Source: an optimization exercise on an open RTL-to-GDS flow (aim: small area, a short achievable clock period and few clock cycles per item). Production flows keep margins and buffers that such runs may drop. At most, simulation tests tie the RTL to the original design; equivalence was not proved. No activity file was given, so power comes from the tool's default toggle rates.

==> job 9749 <==
==> flow/design.v <==
module npu (
    input  wire        clk,
    input  wire        rst,
    input  wire        req_valid,
    output wire        req_ready,
    input  wire [7:0]  req_op,
    input  wire [63:0] req_idx,
    input  wire [63:0] req_src,
    output wire        rsp_valid,
    input  wire        rsp_ready,
    output wire [63:0] rsp_dst,
    output wire        rsp_err
);
    reg        valid;
    reg [63:0] dst_r;
    reg        err_r;
    wire load = !valid || rsp_ready;
    assign req_ready = !rst && load;
    assign rsp_valid = !rst && valid;
    wire        err = |req_op[7:1];
    wire [63:0] perm;
    wire hold = !load;
    wire en = load && !err;
    npu_simd u_perm (.src(req_src), .idx(req_idx), .dst(perm));
    always @(posedge clk) begin
        if (rst)
            valid <= 1'b0;
        else if (load)
            valid <= req_valid;
        dst_r <= (dst_r & {64{hold}}) | (perm & {64{en}});
        if (load)
            err_r <= err;
    end
    assign rsp_dst = dst_r;
    assign rsp_err = err_r;
endmodule
module npu_simd (
    input  wire [63:0] src,
    input  wire [63:0] idx,
    output reg  [63:0] dst
);
    integer i;
    always @(*) begin
        for (i = 0; i < 16; i = i + 1)
            dst[4*i +: 4] = src[4*idx[4*i +: 4] +: 4];
    end
endmodule
==> flow/flow/run.sh <==
#!/bin/bash
# Standard ORFS layout, with the port buffers made from the smallest buffer.
set -euo pipefail
export BUFFER_PORTS_ARGS="-buffer_cell sky130_fd_sc_hd__buf_1"
bash standard.sh > standard.log 2>&1
==> flow/standard.sh <==
#!/bin/bash
# synth_recipe.tcl (not shown) runs the flow's synth.tcl, then flattens the netlist and writes it again
# the make line also repeats each setting of config.mk as NAME=value (left out here)
make -C /OpenROAD-flow-scripts/flow DESIGN_CONFIG=/design/flow/config.mk WORK_HOME=/design/flow/orfs CLKGATE_MAP_FILE= SYNTH_SCRIPT=/design/flow/synth_recipe.tcl "${@:-finish}"
==> flow/config.mk <==
export PLATFORM = sky130hd
export DESIGN_NAME = npu
export DESIGN_NICKNAME = npu
export VERILOG_FILES = /design/flow/design.v
export SDC_FILE = /design/flow/constraint.sdc
export NUM_CORES = 4
export LEC_CHECK = 0
export CAP_MARGIN = 20
export CORE_MARGIN = 2
export CORE_UTILIZATION = 40
export SETUP_SLACK_MARGIN = 3.5
export SLEW_MARGIN = 20
==> flow/constraint.sdc <==
create_clock -name core_clock -period 6.0 [get_ports {clk}]
set_input_delay 1.2000 -clock core_clock [delete_from_list [all_inputs] [get_ports {clk}]]
set_output_delay 1.2000 -clock core_clock [all_outputs]
set_load 0.01 [all_outputs]
==> job 879: changes against job 9749 <==
--- a/flow/design.v
+++ b/flow/design.v
@@ -21,4 +21,2 @@
     wire [63:0] perm;
-    wire hold = !load;
-    wire en = load && !err;
     npu_simd u_perm (.src(req_src), .idx(req_idx), .dst(perm));
@@ -29,5 +27,6 @@
             valid <= req_valid;
-        dst_r <= (dst_r & {64{hold}}) | (perm & {64{en}});
-        if (load)
+        if (load) begin
+            dst_r <= err ? 64'd0 : perm;
             err_r <= err;
+        end
     end
==> flow/run.sh (new file) <==
#!/bin/bash
# synth_recipe.tcl (not shown) runs the flow's synth.tcl, then flattens the netlist and writes it again
# the make line also repeats each setting of config.mk as NAME=value (left out here)
make -C /OpenROAD-flow-scripts/flow DESIGN_CONFIG=/design/flow/config.mk WORK_HOME=/design/flow/orfs CLKGATE_MAP_FILE= SYNTH_SCRIPT=/design/flow/synth_recipe.tcl finish
--- a/flow/config.mk
+++ b/flow/config.mk
@@ -10,3 +10,2 @@
 export CORE_UTILIZATION = 40
-export SETUP_SLACK_MARGIN = 3.5
 export SLEW_MARGIN = 20
removed: flow/flow/run.sh
removed: flow/standard.sh
==> metrics.md <==
| Metric | Value |
|---|---|
| Crit path cell chain | clkdlybuf4s50_1 -> nor2b_1 -> nor2_1 -> clkdlybuf4s50_1 |
| Compound-Gate Fraction of Synth Area | 5.92% |
| WP depth | 4 |
| Initial Util | 41.0% |
| Seq group | 530 uW |
| Post-synth EDFFs | 65 |
| Final worst path period share | 60.0% |
| Count of multi-input gates | 514 |
| Slowest stage cell, crit path | clkdlybuf4s50_1 |
| Clk. pwr | 487 uW |
| Detailed Route WL | 38.5 mm |
| Status | complete, no violations |
| Pint | 1.26 mW |
| Hold_sp | valid |
Source of the figures above: job 879

==> metrics.md <==
| Metric | Value |
|---|---|
| Status | complete, no violations |
| Compound-Gate Fraction of Synth Area | 5.66% |
| Seq group | 443 uW |
| Count of multi-input gates | 393 |
| Initial Util | 40.7% |
| Layout non-clock buf frac | 12.9% |
| Post-synth EDFFs | 1 |
| Hold Crit Class | reg2reg |
| WP data required | 4800 ps |
| Detailed Route WL | 33.9 mm |
| Hold_sp | dst_r[53] |
| Fillers | 2,106 |
| WP depth | 5 |
| Post-place setup slack | 2440 ps |
| Slowest stage cell, crit path | nor2b_4 |
| Pint | 1.15 mW |
| Sequential cell area fraction in the yosys report | 13.4% |
| Worst slew pin tran | 550 ps |
| Clk. pwr | 495 uW |
| Crit path cell chain | buf_6 -> nor2b_4 -> buf_12 -> nor2_4 -> buf_6 |
Source of the figures above: job 9749

Testbench counts of job 9749, summed over its fixed seeds: cycles 10,682, items 8,000.
Testbench counts of job 879, summed over its fixed seeds: cycles 10,682, items 8,000.


==> build 35: inputs <==
RTL: the design.v shown in full above, as it stands there.
export LEC_CHECK = 0
export CAP_MARGIN = 20
export CORE_MARGIN = 2
export CORE_UTILIZATION = 40
export SETUP_SLACK_MARGIN = 3.0
export SLEW_MARGIN = 20
create_clock -name core_clock -period 6.0 [get_ports {clk}]
standard.sh (not shown) runs the stock make flow with config.mk's settings and CLKGATE_MAP_FILE= SYNTH_SCRIPT=/design/flow/synth_recipe.tcl, a recipe that flattens the netlist after the stock synthesis.
==> flow/flow/run.sh <==
#!/bin/bash
# Standard ORFS layout, with the port buffers made from the smallest buffer.
set -euo pipefail
export BUFFER_PORTS_ARGS="-buffer_cell sky130_fd_sc_hd__buf_1"
bash standard.sh > standard.log 2>&1
==> inputs of trial 46, as changes to build 35 <==
--- a/flow/config.mk
+++ b/flow/config.mk
@@ -9,4 +9,3 @@
 export CORE_MARGIN = 2
 export CORE_UTILIZATION = 40
-export SETUP_SLACK_MARGIN = 3.0
 export SLEW_MARGIN = 20
==> inputs of build 84, as changes to build 35 <==
--- a/flow/design.v
+++ b/flow/design.v
@@ -16,6 +16,6 @@
     reg        err_r;
     wire load = !valid || rsp_ready;
-    assign req_ready = !rst && load;
-    assign rsp_valid = !rst && valid;
+    assign req_ready = load;
+    assign rsp_valid = valid;
     wire        err = |req_op[7:1];
     wire [63:0] perm;
--- a/flow/config.mk
+++ b/flow/config.mk
@@ -9,4 +9,4 @@
 export CORE_MARGIN = 2
 export CORE_UTILIZATION = 40
-export SETUP_SLACK_MARGIN = 3.0
+export SETUP_SLACK_MARGIN = 3.4
 export SLEW_MARGIN = 20
==> qor summary <==
Result of the run: build 84 finished clean; build 35 finished clean; trial 46 finished clean
Sequential share of cell area: build 84 0.1213; build 35 0.1225; trial 46 0.1238
Violation count after the first detailed-route iteration: build 84 1237; build 35 1185; trial 46 967
Antenna Diode Count: build 84 5; build 35 3; trial 46 3
Buffers and inverters on the worst path: build 84 4; build 35 3; trial 46 2
Detail Route met3 WL: build 84 3756 um; build 35 4171 um; trial 46 4071 um
Final Instance Count excl. Fillers: build 84 1017; build 35 1016; trial 46 1015
End of the worst register-to-register path: build 84 dst_r[49]; build 35 dst_r[46]; trial 46 dst_r[46]
Internal portion of total power: build 84 0.001254 W; build 35 0.001130 W; trial 46 0.001179 W
Sequential share of the synthesized area: build 84 0.1340; build 35 0.1344; trial 46 0.1344
Synthesized-area fraction occupied by ao, oa, aoi and oai cells: build 84 0.05640; build 35 0.05660; trial 46 0.05660
Unrepaired setup endpoints after global routing: build 84 true; build 35 true; trial 46 false
Multi-input combinational gate total: build 84 391; build 35 393; trial 46 393
Testbench counts of build 35, summed over its fixed seeds: cycles 10,682, items 8,000.
Testbench counts of trial 46, summed over its fixed seeds: cycles 10,682, items 8,000.
The RTL of build 84 was laid out without a check of its function.


==> yarrow: inputs <==
Starts from the design.v that is shown in full above.
Settings: LEC_CHECK=0, CAP_MARGIN=20, CORE_MARGIN=2, CORE_UTILIZATION=40, SLEW_MARGIN=20; clock period 6.0 ns.
run.sh (not shown) runs the stock make flow with config.mk's settings and CLKGATE_MAP_FILE= SYNTH_SCRIPT=/design/flow/synth_recipe.tcl, a recipe that flattens the netlist after the stock synthesis.
Stock flow here: none of the scripts above is used.
==> inputs of onyx, as changes to yarrow <==
==> flow/design.v, changed modules only <==
module npu (
    input  wire        clk,
    input  wire        rst,
    input  wire        req_valid,
    output wire        req_ready,
    input  wire [7:0]  req_op,
    input  wire [63:0] req_idx,
    input  wire [63:0] req_src,
    output wire        rsp_valid,
    input  wire        rsp_ready,
    output wire [63:0] rsp_dst,
    output wire        rsp_err
);
    reg        valid;
    reg        empty;    
    reg [63:0] dst_r;
    reg        err_r;
    wire load = !valid || rsp_ready;
    assign req_ready = empty || rsp_ready;
    assign rsp_valid = valid;
    wire        err = |req_op[7:1];
    wire [63:0] perm;
    wire hold = !load;
    wire en = load && !err;
    npu_simd u_perm (.src(req_src), .idx(req_idx), .dst(perm));
    always @(posedge clk) begin
        if (rst) begin
            valid <= 1'b0;
            empty <= 1'b1;
        end else if (load) begin
            valid <= req_valid;
            empty <= !req_valid;
        end
        dst_r <= (dst_r & {64{hold}}) | (perm & {64{en}});
        if (load)
            err_r <= err;
    end
    assign rsp_dst = dst_r;
    assign rsp_err = err_r;
endmodule
==> flow/flow/run.sh (new file) <==
#!/bin/bash
# Standard ORFS layout, with the port buffers made from the smallest buffer.
set -euo pipefail
export BUFFER_PORTS_ARGS="-buffer_cell sky130_fd_sc_hd__buf_1"
bash standard.sh > standard.log 2>&1
==> flow/standard.sh (new file) <==
#!/bin/bash
# synth_recipe.tcl (not shown) runs the flow's synth.tcl, then flattens the netlist and writes it again
# the make line also repeats each setting of config.mk as NAME=value (left out here)
make -C /OpenROAD-flow-scripts/flow DESIGN_CONFIG=/design/flow/config.mk WORK_HOME=/design/flow/orfs CLKGATE_MAP_FILE= SYNTH_SCRIPT=/design/flow/synth_recipe.tcl "${@:-finish}"
CTS_BUF_LIST = sky130_fd_sc_hd__clkbuf_8   (was unset)
SETUP_SLACK_MARGIN = 3.3   (was unset)
removed: flow/run.sh
==> inputs of cedar, as changes to yarrow <==
==> flow/design.v, changed modules only <==
module npu (
    input  wire        clk,
    input  wire        rst,
    input  wire        req_valid,
    output wire        req_ready,
    input  wire [7:0]  req_op,
    input  wire [63:0] req_idx,
    input  wire [63:0] req_src,
    output wire        rsp_valid,
    input  wire        rsp_ready,
    output wire [63:0] rsp_dst,
    output wire        rsp_err
);
    reg        valid;
    reg        empty;    
    reg [63:0] dst_r;
    reg        err_r;
    wire load = !valid || rsp_ready;
    assign req_ready = empty || rsp_ready;
    assign rsp_valid = valid;
    wire        err = |req_op[7:1];
    wire [63:0] perm;
    wire hold = !load;
    wire en = load && !err;
    npu_simd u_perm (.src(req_src), .idx(req_idx), .dst(perm));
    always @(posedge clk) begin
        if (rst) begin
            valid <= 1'b0;
            empty <= 1'b1;
        end else if (load) begin
            valid <= req_valid;
            empty <= !req_valid;
        end
        dst_r <= (dst_r & {64{hold}}) | (perm & {64{en}});
        if (load)
            err_r <= err;
    end
    assign rsp_dst = dst_r;
    assign rsp_err = err_r;
endmodule
==> flow/flow/run.sh (new file) <==
#!/bin/bash
# Standard ORFS layout, with the port buffers made from the smallest buffer.
set -euo pipefail
export BUFFER_PORTS_ARGS="-buffer_cell sky130_fd_sc_hd__buf_1"
bash standard.sh > standard.log 2>&1
==> flow/standard.sh (new file) <==
#!/bin/bash
# synth_recipe.tcl (not shown) runs the flow's synth.tcl, then flattens the netlist and writes it again
# the make line also repeats each setting of config.mk as NAME=value (left out here)
make -C /OpenROAD-flow-scripts/flow DESIGN_CONFIG=/design/flow/config.mk WORK_HOME=/design/flow/orfs CLKGATE_MAP_FILE= SYNTH_SCRIPT=/design/flow/synth_recipe.tcl "${@:-finish}"
SETUP_SLACK_MARGIN = 3.3   (was unset)
removed: flow/run.sh
==> metrics.md <==
| Metric | Value |
|---|---|
| Status | finished clean |
| Int Power | 1.02 mW |
| Slew margin rel. | 42.4% |
| Layout area overhead | 8.37% |
| Synthesized instance count | 603 |
| Multi-input logic area | 7830 µm² |
| First-pass GRT wire length | 49.7 mm |
| Net Sw Frac | 34.1% |
| Routed Wire Length | 32.3 mm |
| DRT iter0 DRCs | 1116 |
| Setup WS post-layout | 3.17 ns |
the above is filed under onyx

==> metrics.md <==
| Metric | Value |
|---|---|
| Status | finished clean |
| Slew Limit Fails | 0 |
| Setup WS post-layout | 3.17 ns |
| Inverters | 1 |
| First-pass GRT wire length | 49.9 mm |
| DRT iter0 DRCs | 1018 |
| Slew margin rel. | 42.6% |
| Int Power | 1.15 mW |
| Routed Wire Length | 32.2 mm |
| Multi-input logic area | 7830 µm² |
| CTS Buf Count | 9 |
| Synthesized instance count | 603 |
the above is filed under cedar

==> metrics.md <==
| Metric | Value |
|---|---|
| Status | finished clean |
| DRT iter0 DRCs | 604 |
| Int Power | 1.18 mW |
| Layout area overhead | 20.1% |
| Setup WS post-layout | 2.43 ns |
| Net Sw Frac | 31.6% |
| Highest metal layer with signal wires | met4 |
| Multi-input logic area | 7840 µm² |
| Routed Wire Length | 32.5 mm |
| First-pass GRT wire length | 49.8 mm |
| Slew margin rel. | 28.0% |
the above is filed under yarrow

Testbench counts of yarrow, summed over its fixed seeds: cycles 10,682, items 8,000.
Testbench counts of onyx, summed over its fixed seeds: cycles 10,682, items 8,000.
Testbench counts of cedar, summed over its fixed seeds: cycles 10,682, items 8,000.

[afterwards: timing with drivers on the ports]
How much do the figures lean on ideal ports? The routed layouts below were timed once more, with nothing changed but the port constraints. Step 1 assumes that a clkbuf_16 drives the clock port and a buf_2 every other input. Step 2 times the ports against the registers' clock, not the clock port: input delays grow and output delays shrink by t, the midpoint of the rising clock arrivals with the driver on. a / b / c = ideal / step 1 / step 2; a / b = the first two.
| run | shift t [ns] | slack for setup (ns) | slew at the worst register clock pin (ns) |
|---|---|---|---|
| job 9749 | 0.396 | 3.126 / 3.093 / 3.093 | 0.06 / 0.06 |
| job 879 | 0.396 | 2.402 / 2.379 / 2.203 | 0.07 / 0.07 |
| build 35 | 0.388 | 3.007 / 2.984 / 2.635 | 0.06 / 0.06 |
| trial 46 | 0.390 | 2.778 / 2.750 / 2.533 | 0.06 / 0.06 |
| build 84 | 0.387 | 3.129 / 3.098 / 3.012 | 0.06 / 0.06 |
| yarrow | 0.390 | 2.432 / 2.401 / 2.125 | 0.06 / 0.06 |
| onyx | 0.421 | 3.174 / 3.127 / 2.903 | 0.09 / 0.09 |
| cedar | 0.386 | 3.174 / 3.127 / 2.940 | 0.06 / 0.06 |
After both steps setup and hold are still met in every run listed. For build 35, which loses most, drivers alone change the setup slack by -0.023 ns; drivers and shift together by -0.372 ns.
